This is an optimization exercise on Yosys and OpenROAD, whose aim is small area, a short achievable clock period and few clock cycles, not a production implementation. Function not checked in this run: the RTL went through the layout flow alone. Power figures rest on the tool's default switching activity, not on a simulated workload.

$ cat flow/design.v
module frame_rx (
    input  wire        clk,
    input  wire        rst,
    input  wire        in_valid,
    input  wire [7:0]  in_data,
    output wire        in_ready,
    output wire        o_valid,
    input  wire        o_ready,
    output wire [1:0]  o_kind,    
    output wire [15:0] o_pn,
    output wire [7:0]  o_type,
    output wire [5:0]  o_len,
    output wire [31:0] o_sid,
    output wire [15:0] o_tf,
    output wire [15:0] o_fi,
    output wire [7:0]  o_data,
    output wire        o_last
);
    localparam RING = 52;
    function [15:0] crc_byte;
        input [15:0] c_in;
        input [7:0]  b;
        integer k;
        reg [15:0] c;
        begin
            c = c_in ^ {b, 8'h00};
            for (k = 0; k < 8; k = k + 1)
                c = c[15] ? ((c << 1) ^ 16'h1021) : (c << 1);
            crc_byte = c;
        end
    endfunction
    function [15:0] crc_drop;
        input [7:0] b;
        integer k;
        reg [15:0] c;
        begin
            c = crc_byte(16'h0000, b);
            for (k = 0; k < 13; k = k + 1)
                c = crc_byte(c, 8'h00);
            crc_drop = c;
        end
    endfunction
    localparam [15:0] ROLL_CONST = 16'h8166;
    function [5:0] inc;
        input [5:0] x;
        inc = (x == RING - 1) ? 6'd0 : x + 6'd1;
    endfunction
    function [5:0] addm;
        input [5:0] x;
        input [5:0] d;
        reg [6:0] s;
        begin
            s = {1'b0, x} + {1'b0, d};
            addm = (s >= RING) ? s - RING : s[5:0];
        end
    endfunction
    function [5:0] subm;
        input [5:0] a;
        input [5:0] b;
        reg [6:0] s;
        begin
            s = {1'b0, a} - {1'b0, b};
            subm = s[6] ? s + RING : s[5:0];
        end
    endfunction
    reg [7:0]  ring [0:RING-1];
    reg [5:0]  wp;         
    reg [5:0]  h;          
    reg [5:0]  r;          
    reg [7:0]  rb;         
    reg        rbv;
    reg [5:0]  j;          
    reg        drop;       
    reg [7:0]  w [0:12];   
    reg [15:0] wcrc;       
    reg [15:0] ccrc;       
    reg        lo_ok;
    reg        rdy;
    reg        ov;
    reg [1:0]  okind;
    reg [7:0]  odata;
    reg        olast;
    reg [5:0]  p;          
    reg [5:0]  pc;         
    reg [7:0]  oh [0:12];  
    reg        qv;         
    reg        qn;         
    reg [5:0]  qp;
    reg [5:0]  qps;
    integer i;
    reg  [5:0] hj;         
    reg  [5:0] f;          
    wire [5:0] used    = subm(wp, f);
    assign in_ready    = rdy;
    wire       acc_in  = in_valid & rdy;
    wire       avail   = (r != wp);
    wire [7:0] pbyte   = ring[p];
    wire       fire    = ov & o_ready;
    wire       last_ev = (okind == 2'd2) || (okind == 2'd0 && pc == 6'd0) ||
                         (okind == 2'd1 && olast);
    wire       can_job = ~qv & (~(ov && okind != 2'd1) | o_ready);
    wire       wfree   = 1'b1;
    wire       ps_bad  = (w[4] != 8'd0) || (w[3] > 8'd49);
    wire [5:0] ps      = w[3][5:0];
    wire [5:0] jlo     = ps + 6'd13;     
    wire [5:0] jhi     = ps + 6'd14;     
    wire [15:0] cur    = (j == 6'd13) ? wcrc : ccrc;
    wire       crc_ok  = lo_ok && (rb == ccrc[15:8]);
    wire       t_le4   = (w[2] <= 8'd4);
    wire       t_le1   = (w[2] <= 8'd1);
    wire       in_fill = (j < 6'd13);
    wire       sliding = (j == 6'd13) && (drop || ps_bad);
    wire       do_fill = in_fill && rbv && wfree;
    wire       do_slide = sliding && rbv;
    wire       in_cont = !in_fill && !sliding;
    wire       at_end  = in_cont && (j == jhi);
    wire       emit_h  = crc_ok && t_le4;
    wire       emit_n  = !crc_ok && t_le1;
    wire       do_cont = in_cont && rbv && !at_end;
    wire       do_end  = at_end && rbv && (!(emit_h || emit_n) || can_job);
    wire       do_emit = do_end && (emit_h || emit_n);
    wire       rewind  = do_end && !(emit_h || emit_n);
    wire       take    = do_fill || do_slide || do_cont || do_end;
    wire [15:0] fill_crc = crc_byte((j == 6'd0) ? 16'hFFFF : wcrc, rb);
    wire [15:0] roll_crc = crc_byte(wcrc, rb) ^ crc_drop(w[0]) ^ ROLL_CONST;
    wire       pay_next = fire && (okind == 2'd1 && !olast || okind == 2'd0 && pc != 6'd0);
    wire       ending   = fire && !pay_next;       
    wire       direct   = do_emit && (!ov || ending) && !qv;
    reg        ov_n, qv_n, qn_n;
    reg  [1:0] okind_n;
    reg  [5:0] p_n, pc_n, qp_n, qps_n;
    always @* begin
        ov_n = ov; okind_n = okind; p_n = p; pc_n = pc;
        qv_n = qv; qn_n = qn; qp_n = qp; qps_n = qps;
        if (pay_next) begin
            okind_n = 2'd1;
            p_n     = inc(p);
            pc_n    = pc - 6'd1;
        end else if (ending) begin
            if (qv) begin
                okind_n = qn ? 2'd2 : 2'd0;
                p_n     = qp;
                pc_n    = qps;
                qv_n    = 1'b0;
            end else begin
                ov_n = 1'b0;
            end
        end
        if (do_emit) begin
            if (direct) begin
                ov_n    = 1'b1;
                okind_n = emit_h ? 2'd0 : 2'd2;
                p_n     = addm(h, 6'd13);
                pc_n    = ps;
            end else begin
                qv_n  = 1'b1;
                qn_n  = !emit_h;
                qp_n  = addm(h, 6'd13);
                qps_n = ps;
            end
        end
    end
    wire [5:0] hj_next  = (do_fill || do_slide) ? inc(hj) : do_emit ? r : hj;
    wire [5:0] f_next   = (ov_n && okind_n != 2'd2) ? p_n :
                          (qv_n && !qn_n) ? qp_n : hj_next;
    always @(posedge clk) begin
        if (acc_in)
            ring[wp] <= in_data;
    end
    always @(posedge clk) begin
        if (do_fill || do_slide) begin
            for (i = 0; i < 12; i = i + 1)
                w[i] <= w[i+1];
            w[12] <= rb;
        end
    end
    always @(posedge clk) begin
        if ((take || !rbv) && avail && !rewind)
            rb <= ring[r];
    end
    always @(posedge clk) begin
        if (rst) begin
            wp    <= 6'd0;
            h     <= 6'd0;
            hj    <= 6'd0;
            f     <= 6'd0;
            r     <= 6'd0;
            rbv   <= 1'b0;
            j     <= 6'd0;
            drop  <= 1'b0;
            wcrc  <= 16'hFFFF;
            ccrc  <= 16'hFFFF;
            lo_ok <= 1'b0;
            rdy   <= 1'b0;
            ov    <= 1'b0;
            qv    <= 1'b0;
            okind <= 2'd0;
            odata <= 8'd0;
            olast <= 1'b0;
            p     <= 6'd0;
            pc    <= 6'd0;
        end else begin
            if (acc_in)
                wp <= inc(wp);
            rdy <= (used <= RING - 3) || (used == RING - 2 && !acc_in);
            if (rewind) begin
                r   <= addm(h, 6'd13);
                rbv <= 1'b0;
            end else if ((take || !rbv) && avail) begin
                r   <= inc(r);
                rbv <= 1'b1;
            end else if (take) begin
                rbv <= 1'b0;
            end
            if (do_fill) begin
                wcrc <= fill_crc;
                j    <= j + 6'd1;
            end
            if (do_slide) begin
                wcrc <= roll_crc;
                h    <= inc(h);
                drop <= 1'b0;
            end
            if (do_cont) begin
                ccrc <= (j < jlo) ? crc_byte(cur, rb) : cur;
                if (j == jlo)
                    lo_ok <= (rb == cur[7:0]);
                j <= j + 6'd1;
            end
            if (do_end) begin
                if (do_emit) begin
                    h <= r;
                    j <= 6'd0;
                end else begin
                    drop <= 1'b1;
                    j    <= 6'd13;
                end
            end
            hj <= hj_next;
            f  <= f_next;
            ov    <= ov_n;
            okind <= okind_n;
            p     <= p_n;
            pc    <= pc_n;
            qv    <= qv_n;
            qn    <= qn_n;
            qp    <= qp_n;
            qps   <= qps_n;
            if (pay_next) begin
                odata <= pbyte;
                olast <= (pc == 6'd1);
            end
        end
    end
    assign o_valid = ov;
    assign o_kind  = okind;
    always @(posedge clk) begin
        if (do_emit)
            for (i = 0; i < 13; i = i + 1)
                oh[i] <= w[i];
    end
    assign o_pn    = {oh[1], oh[0]};
    assign o_type  = oh[2];
    assign o_len   = oh[3][5:0];
    assign o_sid   = {oh[8], oh[7], oh[6], oh[5]};
    assign o_tf    = {oh[10], oh[9]};
    assign o_fi    = {oh[12], oh[11]};
    assign o_data  = odata;
    assign o_last  = olast;
endmodule
$ cat flow/run.sh
#!/bin/bash
# synth_recipe.tcl (not shown) runs the flow's synth.tcl, then flattens the netlist and writes it again
# the make line also repeats each setting of config.mk as NAME=value (left out here)
make -C /OpenROAD-flow-scripts/flow DESIGN_CONFIG=/design/flow/config.mk WORK_HOME=/design/flow/orfs CLKGATE_MAP_FILE= SYNTH_SCRIPT=/design/flow/synth_recipe.tcl finish
$ cat flow/config.mk
export PLATFORM = sky130hd
export DESIGN_NAME = frame_rx
export DESIGN_NICKNAME = frame_rx
export VERILOG_FILES = /design/flow/design.v
export SDC_FILE = /design/flow/constraint.sdc
export NUM_CORES = 4
export LEC_CHECK = 0
export CAP_MARGIN = 20
export CORE_MARGIN = 2
export CORE_UTILIZATION = 40
export PLACE_DENSITY = 0.6
export SETUP_SLACK_MARGIN = 5
export SLEW_MARGIN = 20
$ cat flow/constraint.sdc
create_clock -name core_clock -period 8.0 [get_ports {clk}]
set_input_delay 1.6000 -clock core_clock [delete_from_list [all_inputs] [get_ports {clk}]]
set_output_delay 1.6000 -clock core_clock [all_outputs]
set_load 0.01 [all_outputs]
==> notes.md <==
cell usage after synthesis (32+ instances only):
library cell | number | area (um^2)
mux2i_1 | 45 | 450
xor2_1 | 57 | 499
o21ai_0 | 68 | 340
xnor2_1 | 111 | 972
ha_1 | 32 | 400
clkbuf_1 | 96 | 360
a21oi_1 | 77 | 385
edfxtp_1 | 635 | 19100
nand2_1 | 109 | 409
nor2_1 | 152 | 571
dfxtp_1 | 97 | 1940
mux4_2 | 248 | 5590
through the flow:
step	setup slack, ns	hold WS [ns]	power (mW)	area, um^2	cells
3_3_place_gp	3.37	0.426	7.71	36000	3218
2_1_floorplan	3.85	0.421	6.96	33800	2115
6_report	4.74	0.442	11.7	41100	3497
4_1_cts	4.81	0.435	11.7	40200	3456
3_5_place_dp	3.28	0.430	7.74	36000	3218
5_1_grt	4.65	0.460	12.2	41100	3494
power by group:
| group | internal (mW) | switching (mW) | total [mW] | leakage (nW) |
|---|---|---|---|---|
| Combinational | 1.37 | 1.65 | 3.02 | 5.43 |
| Sequential | 4.59 | 0.343 | 4.93 | 6.54 |
| Clock | 2.20 | 1.56 | 3.76 | 1.31 |
| Total | 8.16 | 3.55 | 11.7 | 13.3 |
worst paths after layout:
path,cells past startpoint,end,slack (ns)
min reg2reg,0,oh[8][7],0.44
min,0,oh[8][7],0.44
max reg2reg,9,f[5],4.74
max,9,f[5],4.74
registers in the layout, indices dropped and copies added, names as in the netlist, 2 cells and up:
signal and cells:
ccrc 16, f 6, h 6, hj 6, j 6, odata 8
oh 94, okind 2, p 6, pc 6, qp 6, qps 6
r 6, rb 8, ring 416, w 104, wcrc 16, wp 6
critical path: cells and delay by family (launching register included):
family,cells,cell delay (ns)
AND/OR/NAND/NOR,4,2.10
flip-flops,1,0.45
XOR/XNOR,1,0.13
AO/OA/AOI/OAI,2,0.16
buffers and inverters,1,0.13
adder cells (fa/ha/maj),1,0.21
repair_timing:
action	4_1_cts	5_1_grt
setup buffers	80	25
cloned	9	13
setup endpoints to repair	680	359
pin swaps	46	24
gates resized for setup	287	95
area by class of cell:
type | count | share of cell area
antenna | 3 | 0.000182
clock buffer | 105 | 0.0530
clock inverter | 44 | 0.0128
inverter | 30 | 0.00338
multi-input combinational | 1218 | 0.312
sequential | 732 | 0.511
tap | 1080 | 0.0328
timing repair buffer | 282 | 0.0740
timing repair inverter | 3 | 0.000487
placed cells by master, fill, tap and decap left out, types with 12 or more instances in the layout:
cell and count:
a21oi_1 63, a21oi_2 12, and3_1 14, buf_12 22
buf_4 85, buf_6 33, clkbuf_1 19, clkbuf_16 91
clkinv_2 14, dfxtp_1 85, dlygate4sd2_1 95, edfxtp_1 635
ha_1 30, inv_1 23, mux2_2 12, mux2i_1 44
mux4_2 248, nand2_1 97, nand3_1 28, nand4_1 12
nor2_1 110, nor2_4 39, nor3_1 22, o211ai_1 19
o21ai_0 62, xnor2_1 109, xor2_1 57
metal layers:
layer / routed length [um] / part of all wire
met3: 7970 / 0.084
met4: 4150 / 0.044
met1: 37800 / 0.40
met2: 45100 / 0.47
met5: 120 / 0.0013
cells by family after synthesis:
family | after synthesis | synth area share
mux | 307 | 0.184
fa+ha+maj | 33 | 0.0125
compound gates | 291 | 0.0561
xor+xnor | 168 | 0.0438
buf+inv | 165 | 0.0193
simple gates | 419 | 0.0593
flops | 732 | 0.625
==> reports/metrics.csv <==
metric,value,unit
outcome,timing/DRC/antenna clean,
pin count of the biggest net entering global routing,76,
Worst-path clk slew,0.06,ns
met3 Use GR,0.0549,
Via Count,20500,
fill count,6902,
crit path cell chain,inv_2 -> ha_4 -> xnor2_2 -> or4_4 -> or4b_4 -> nor4_4 -> o21ai_4 -> or4_4 -> o31ai_2,
LEAKAGE,13.3,nW
critical path's slowest cell,or4b_4,
first-pass GRT wire length,139,mm
"wirelength, routed",95.1,mm
vias in the first global route,20800,
Crit Path Category,reg2reg,
detailed-placement wirelength estimate,58.1,mm
crit-path max cell delay,0.66,ns
Final Cycle Share,0.407,
Core Rows,106,
clk root buf,clkbuf_16,
post-route DRC violation count,0,
CP endpoint kind,flip-flop,
layout cell share with drive strength beyond 1,0.298,
Sum Neg Setup Slack,0,ns
Worst IR Drop VDD,0.186,mV
Die Y,294,um
Startpoint Class,flip-flop,
Congestion Overflow GR,0,
sequential area share after synthesis,0.625,
initial core utilization,0.403,
Worst Hold Class,reg2reg,
total CTS buffers,81,
post-synth design cell area,33600,um^2
total track usage,0.220,
number of flops mapped to enable cells by yosys,635,
M2 GR Usage,0.348,
synthesis-stage register bit count,732,
die area,86400,um^2
RSZ-0062 raised after global routing,true,
max_cap viols,0,
Crit. Startpoint,w[3][1],
Antenna Nets Post-Route,0,
gp weighted congestion,0.836,
# IOs,119,
CTS sink cnt,732,
DRT iter0 DRCs,2161,
die width,294,um
reg-to-reg critical path startpoint,w[3][1],
Worst EP arrival,3.81,ns
Max Root-Sink Buffers,3,
initial antenna violation count,10,
Reg area,21000,um^2
Power Dens Cells,285,nW/um^2
Vias per Instance,5.85,
DR WL/cell,27.2,um
Port Buffer Count,118,
worst skew pair latency,0.65,ns
length of the first detailed-routing pass in iterations,7,
CTS tree,built,
hold_sp,w[8][7],
Peak Freq,307,MHz
Worst slew margin,0.265,
Most Crowded Layer GR,met2,
Critical Path RT,8.55,ns
min cycle time layout,3.26,ns
Area growth syn-to-layout,22.3,%
Final Hold Fails,0,
Synth Flop Type,edfxtp_1,
fin. max-slew vios,0,
final core occ,0.493,
Layout Nets,2393,
"FFs w/ async S/R, synth",0,
Core ar.,83400,um^2
Synth warnings,3,
"Distinct cells, synth",80,
Syn Area/Cell,15.9,um^2
synthesized instance count,2115,
CTS hold repair buffers,0,
syn_nets,2160,
H-tree Lvls,3,
area of the multi-input gates,12800,um^2
Worst Tran Pin Value,1.10,ns
Setup-failing EPs final,0,
clock skew,0.0292,ns
GR Util met1,0.289,
worst-path maximum fanout,6,
CP dominant cell by count,or4_4,

-- separate check: timing with driven ports --
In the flow no input, the clock included, has a driving cell. The finished layout below was timed again as built, in two steps. Step 1 (the two cells are an assumption about what drives the block):
set clk [get_ports {clk}]
set_driving_cell -lib_cell sky130_fd_sc_hd__clkbuf_16 $clk
set_driving_cell -lib_cell sky130_fd_sc_hd__buf_2 [delete_from_list [all_inputs] $clk]
Step 2, shift: input delay + t, output delay - t, t = (earliest + latest rising clock arrival at the registers) / 2. This alone moves slack from input paths to output paths. a / b / c = no drivers / after step 1 / after step 2; a / b = the first two.
shift t [ns]: 0.697
slack for setup (ns): 4.742 / 4.742 / 4.144
worst register clock-pin slew, ns: 0.06 / 0.06
After both steps setup and hold are still met in this run. For this run, drivers alone change the setup slack by 0.000 ns; drivers and shift together by -0.598 ns.
